What follows belongs to an exercise in optimizing a design on an open flow for small area and a short achievable clock period; a production flow would make more cautious choices. The RTL was checked by simulation tests, not by an equivalence proof against the original design.

Setup of run a:
==> module r19c_d5s, before the edit <==
module r19c_d5s (input wire [2:0] r, input wire b, output wire q, output wire [2:0] rn);
    assign q = (b & r[2]) | (r[1] & r[2]);
    assign rn[0] = (~b & r[1]) | (r[0] & r[1]) | (b & ~r[2]);
    assign rn[1] = (b & ~r[0]) | (b & ~r[2]) | (~b & r[2]);
    assign rn[2] = (b & r[1]) | (~r[0] & r[1]) | (~b & r[0] & ~r[1]) | (r[0] & ~r[2]);
endmodule
==> module r19c_timebase, before the edit <==
module r19c_timebase #(
    parameter J = 30
) (
    input  wire        clk,
    input  wire        rst,
    input  wire        tmr_en,      
    input  wire        ie_clr,      
    input  wire        ie_set,      
    input  wire        tset,        
    input  wire [63:0] tset_val,
    output wire [61:0] cnt,         
    output wire [63:0] now_us,
    output wire [63:0] now_ms
);
    localparam NH = 61 - J;         
    localparam QH = 55 - J;         
    reg  [7:0]    tcnt;
    reg  [61:8]   mono_h;
    reg           ovf_pend;
    reg           ie;
    reg  [QH-1:0] q_hi;             
    reg  [8:0]    s_hi;             
    wire        ie_next = ie_clr ? 1'b0 : (ie_set ? 1'b1 : ie);
    wire        wrap    = tmr_en && (&tcnt);
    wire [8:0]  tc;
    assign tc[0] = tmr_en;
    genvar i;
    generate
        for (i = 0; i < 8; i = i + 1) begin : g_tc
            assign tc[i+1] = tc[i] & tcnt[i];
        end
    endgenerate
    wire [7:0]  tcnt_inc = tcnt ^ tc[7:0];
    wire        add1 = ie_next & (ovf_pend ^ wrap);
    wire        add2 = ie_next & ovf_pend & wrap;
    wire        c9   = (mono_h[8] & add1) | add2;
    wire [62:9] p9;
    assign p9[9] = 1'b1;
    generate
        for (i = 9; i < 62; i = i + 1) begin : g_p9
            assign p9[i+1] = p9[i] & mono_h[i];
        end
    endgenerate
    wire [61:8] mono_inc = {mono_h[61:9] ^ ({53{c9}} & p9[61:9]), mono_h[8] ^ add1};
    wire [7:0]  tcnt_n = tset ? tset_val[7:0]  : tcnt_inc;
    wire [61:8] mono_n = tset ? tset_val[61:8] : mono_inc;
    wire [61:0] cnt_n  = {mono_n, tcnt_n};
    wire [NH-1:0] hq;
    wire [8:0]    hs;
    r19c_d125c #(.N(NH)) u_hi (.s_in(9'd0), .x(cnt_n[61:J+1]), .q(hq), .s_out(hs));
    always @(posedge clk) begin
        if (rst) begin
            tcnt     <= 8'd0;
            mono_h   <= 54'd0;
            ovf_pend <= 1'b0;
            ie       <= 1'b1;
            q_hi     <= {QH{1'b0}};
            s_hi     <= 9'd0;
        end else begin
            ie       <= ie_next;
            tcnt     <= tcnt_n;
            mono_h   <= mono_n;
            q_hi     <= hq[QH-1:0];
            s_hi     <= hs;
            ovf_pend <= ~tset & ~ie_next & (ovf_pend | wrap);
        end
    end
    wire [J-1:0] lq;
    wire [8:0]   ls_unused;
    r19c_d125c #(.N(J)) u_lo (.s_in(s_hi), .x(cnt[J:1]), .q(lq), .s_out(ls_unused));
    assign cnt    = {mono_h, tcnt};
    assign now_us = {mono_h, tcnt, 2'b00};
    assign now_ms = {9'd0, q_hi, lq};
endmodule
make LEC_CHECK=0 ABC_AREA=1 CAP_MARGIN=20 CORE_MARGIN=2 CORE_UTILIZATION=40 SLEW_MARGIN=20 finish   # period 130.0 ns
run.sh (not shown) runs the stock make flow with config.mk's settings and CLKGATE_MAP_FILE= SYNTH_SCRIPT=/design/flow/synth_recipe.tcl, a recipe that flattens the netlist after the stock synthesis.
Modified inputs, run b compared to run a
diff --git a/flow/design.v b/flow/design.v
--- a/flow/design.v
+++ b/flow/design.v
@@ -1,8 +1,8 @@
 module r19c_d5s (input wire [2:0] r, input wire b, output wire q, output wire [2:0] rn);
-    assign q = (b & r[2]) | (r[1] & r[2]);
-    assign rn[0] = (~b & r[1]) | (r[0] & r[1]) | (b & ~r[2]);
-    assign rn[1] = (b & ~r[0]) | (b & ~r[2]) | (~b & r[2]);
-    assign rn[2] = (b & r[1]) | (~r[0] & r[1]) | (~b & r[0] & ~r[1]) | (r[0] & ~r[2]);
+    assign q = r[2] | (r[1] & (r[0] | b));
+    assign rn[2] = b ? r[2] : (r[1] & ~r[0]);
+    assign rn[1] = b ? r[0] : (r[2] | (r[0] & ~r[1]));
+    assign rn[0] = b ? ~(r[1] | r[2]) : (r[2] | (r[1] & r[0]));
 endmodule
 module r19c_d125c #(
     parameter N = 8
@@ -29,8 +29,19 @@
     endgenerate
     assign s_out = {r3[N], r2[N], r1[N]};
 endmodule
+module r19c_d5inc (
+    input  wire [2:0] r,
+    input  wire       ci,
+    output wire [2:0] rn,
+    output wire       co
+);
+    assign co    = ci & r[2];
+    assign rn[0] = ci ? ~r[0] & ~r[2] : r[0];
+    assign rn[1] = ci ? r[1] ^ r[0]   : r[1];
+    assign rn[2] = ci ? r[1] & r[0]   : r[2];
+endmodule
 module r19c_timebase #(
-    parameter J = 30
+    parameter J = 26
 ) (
     input  wire        clk,
     input  wire        rst,
@@ -73,12 +84,26 @@
         end
     endgenerate
     wire [61:8] mono_inc = {mono_h[61:9] ^ ({53{c9}} & p9[61:9]), mono_h[8] ^ add1};
-    wire [7:0]  tcnt_n = tset ? tset_val[7:0]  : tcnt_inc;
-    wire [61:8] mono_n = tset ? tset_val[61:8] : mono_inc;
-    wire [61:0] cnt_n  = {mono_n, tcnt_n};
+    wire        cx     = c9 & p9[J+1];
+    wire        hi_all = &mono_h[61:J+1];
+    wire [2:0]  r1i, r2i, r3i;
+    wire        k1, k2, k3;
+    r19c_d5inc u_i1 (.r(s_hi[2:0]), .ci(cx), .rn(r1i), .co(k1));
+    r19c_d5inc u_i2 (.r(s_hi[5:3]), .ci(k1), .rn(r2i), .co(k2));
+    r19c_d5inc u_i3 (.r(s_hi[8:6]), .ci(k2), .rn(r3i), .co(k3));
+    wire [QH:0] qc;
+    assign qc[0] = k3;
+    generate
+        for (i = 0; i < QH; i = i + 1) begin : g_qc
+            assign qc[i+1] = qc[i] & q_hi[i];
+        end
+    endgenerate
+    wire          hwrap = cx & hi_all;
+    wire [QH-1:0] q_inc = hwrap ? {QH{1'b0}} : (q_hi ^ qc[QH-1:0]);
+    wire [8:0]    s_inc = hwrap ? 9'd0 : {r3i, r2i, r1i};
     wire [NH-1:0] hq;
     wire [8:0]    hs;
-    r19c_d125c #(.N(NH)) u_hi (.s_in(9'd0), .x(cnt_n[61:J+1]), .q(hq), .s_out(hs));
+    r19c_d125c #(.N(NH)) u_hi (.s_in(9'd0), .x(tset_val[61:J+1]), .q(hq), .s_out(hs));
     always @(posedge clk) begin
         if (rst) begin
             tcnt     <= 8'd0;
@@ -89,10 +114,17 @@
             s_hi     <= 9'd0;
         end else begin
             ie       <= ie_next;
-            tcnt     <= tcnt_n;
-            mono_h   <= mono_n;
-            q_hi     <= hq[QH-1:0];
-            s_hi     <= hs;
+            if (tset) begin
+                tcnt   <= tset_val[7:0];
+                mono_h <= tset_val[61:8];
+                q_hi   <= hq[QH-1:0];
+                s_hi   <= hs;
+            end else begin
+                tcnt   <= tcnt_inc;
+                mono_h <= mono_inc;
+                q_hi   <= q_inc;
+                s_hi   <= s_inc;
+            end
             ovf_pend <= ~tset & ~ie_next & (ovf_pend | wrap);
         end
     end
--- outcome ---
Final critical-path setup slack up 2.90 ns in run b wrt run a
Re post-cts hold buffer count: no difference whatsoever between run a and run b.
Side by side, worst hold slack turned out higher in run b than in run a.
Sort run b and run a by vias per cell asc -> top: run b
Area of all placed cells without fillers: run b worse than run a
Between run b and run a, sequential share of layout area is higher for run a, run b comes in under that.
~same H-tree depth reported by CTS in run b and run a


## blue
Another version of the RTL of r19c_top (not shown whole).
For scale: roughly 280 flip-flops.
==> module r19c_d5s, before the edit <==
module r19c_d5s (
    input  wire [2:0] r,
    input  wire       b,
    output wire       q,
    output wire [2:0] rn
);
    assign q     = (b & r[1]) | (~r[0] & r[1]);
    assign rn[0] = (b & ~r[0] & ~r[1]) | (~b & r[0] & ~r[1]) | (r[1] & ~r[2]);
    assign rn[1] = (r[0] & ~r[1]) | (b & ~r[0] & r[1]) | (~b & r[2]);
    assign rn[2] = (~b & r[0]) | (b & ~r[0] & r[1]);
endmodule
==> module r19c_d97s, before the edit <==
module r19c_d97s (
    input  wire [6:0] r,
    input  wire       b,
    output wire       q,
    output wire [6:0] rn
);
    localparam [7:0] D = 8'd97;
    wire [7:0] t = {r, b};
    wire [8:0] bw;
    wire [7:0] d;
    assign bw[0] = 1'b0;
    genvar i;
    generate
        for (i = 0; i < 8; i = i + 1) begin : g_s
            assign d[i]    = t[i] ^ D[i] ^ bw[i];
            assign bw[i+1] = (~t[i] & D[i]) | (~(t[i] ^ D[i]) & bw[i]);
        end
    endgenerate
    assign q  = ~bw[8];
    assign rn = q ? d[6:0] : t[6:0];
endmodule
clock: 130.0 ns
lec_check: 0
abc_area: 1
cap_margin: 20
core_margin: 2
core_utilization: 40
slew_margin: 20
#### Input delta (red over blue)
-- flow/design.v --
<<< blue, line 1
module r19c_d5s (
    input  wire [2:0] r,
    input  wire       b,
    output wire       q,
    output wire [2:0] rn
);
    assign q     = (b & r[1]) | (~r[0] & r[1]);
    assign rn[0] = (b & ~r[0] & ~r[1]) | (~b & r[0] & ~r[1]) | (r[1] & ~r[2]);
    assign rn[1] = (r[0] & ~r[1]) | (b & ~r[0] & r[1]) | (~b & r[2]);
    assign rn[2] = (~b & r[0]) | (b & ~r[0] & r[1]);
endmodule
module r19c_d125c #(
>>> red, line 1
module r19c_d5s (input wire [2:0] r, input wire b, output wire q, output wire [2:0] rn);
    assign q = r[2] | (r[1] & (r[0] | b));
    assign rn[2] = b ? r[2] : (r[1] & ~r[0]);
    assign rn[1] = b ? r[0] : (r[2] | (r[0] & ~r[1]));
    assign rn[0] = b ? ~(r[1] | r[2]) : (r[2] | (r[1] & r[0]));
endmodule
module r19c_d125c #(
<<< blue, line 274
    output wire [6:0] rn
);
    localparam [7:0] D = 8'd97;
    wire [7:0] t = {r, b};
    wire [8:0] bw;
    wire [7:0] d;
    assign bw[0] = 1'b0;
    genvar i;
    generate
        for (i = 0; i < 8; i = i + 1) begin : g_s
            assign d[i]    = t[i] ^ D[i] ^ bw[i];
            assign bw[i+1] = (~t[i] & D[i]) | (~(t[i] ^ D[i]) & bw[i]);
        end
    endgenerate
    assign q  = ~bw[8];
    assign rn = q ? d[6:0] : t[6:0];
endmodule
module r19c_ranging (
>>> red, line 269
    output wire [6:0] rn
);
    wire [7:0] t = {r, b};
    wire nz1 = t[0];
    wire nz2 = t[0] | t[1];
    wire nz3 = t[0] | t[1] | t[2];
    wire nz4 = t[0] | t[1] | t[2] | t[3];
    wire nz5 = t[0] | t[1] | t[2] | t[3] | t[4];
    assign q = t[7] | (t[6] & t[5] & nz5);
    assign rn[0] = t[0] ^ q;
    assign rn[1] = t[1] ^ (q & ~nz1);
    assign rn[2] = t[2] ^ (q & ~nz2);
    assign rn[3] = t[3] ^ (q & ~nz3);
    assign rn[4] = t[4] ^ (q & ~nz4);
    assign rn[5] = t[5] ^ (q & nz5);
    assign rn[6] = t[6] ^ (q & t[5] & nz5);
endmodule
module r19c_ranging (
Results
Delay contributed by the slowest stage of the critical path, blue and red: larger value in blue. Looking at blue and red, the core utilization is a wash. Re area occupied by multi-input gates: blue and red aren't equal, and the higher value belongs to blue. Diff blue -> red: non-clock buffer count fell by 1; data-path buffer share of cell area in the final layout neither gained nor lost much; instance count on the critical path down about 26%. Sort blue and red by first-iteration DRC count, descending, and blue comes first.

[re-timing with driven ports]
No port has a modelled driver above. Below, the same layouts with a new extraction and two added sets of constraints. Step 1 (the two cells are an assumption about what drives the block):
set clk [get_ports {clk}]
set_driving_cell -lib_cell sky130_fd_sc_hd__clkbuf_16 $clk
set_driving_cell -lib_cell sky130_fd_sc_hd__buf_2 [delete_from_list [all_inputs] $clk]
Step 2 moves the port delays by t, midway between the first and last clock arrival at a register: inputs arrive t later, outputs are due t later. That takes back most of the time a late clock gives input paths. Slacks: ideal / step 1 / step 2; pairs: ideal / step 1.
run | t, ns | setup WS [ns] | worst register clock-pin slew, ns | worst data-port slew with drivers (ns) | pins driven straight from the clock port
run a | 0.628 | 90.014 / 89.946 / 90.566 | 0.07 / 0.07 | 0.14 | 1
run b | 0.623 | 92.913 / 92.849 / 93.472 | 0.06 / 0.06 | 0.13 | 1
blue | 0.629 | 92.065 / 92.089 / 91.460 | 0.06 / 0.06 | 0.14 | 1
red | 0.628 | 91.580 / 91.512 / 91.399 | 0.06 / 0.06 | 0.11 | 1
After both steps setup and hold are still met in every run listed. For blue, which loses most, drivers alone change the setup slack by +0.024 ns; drivers and shift together by -0.605 ns.
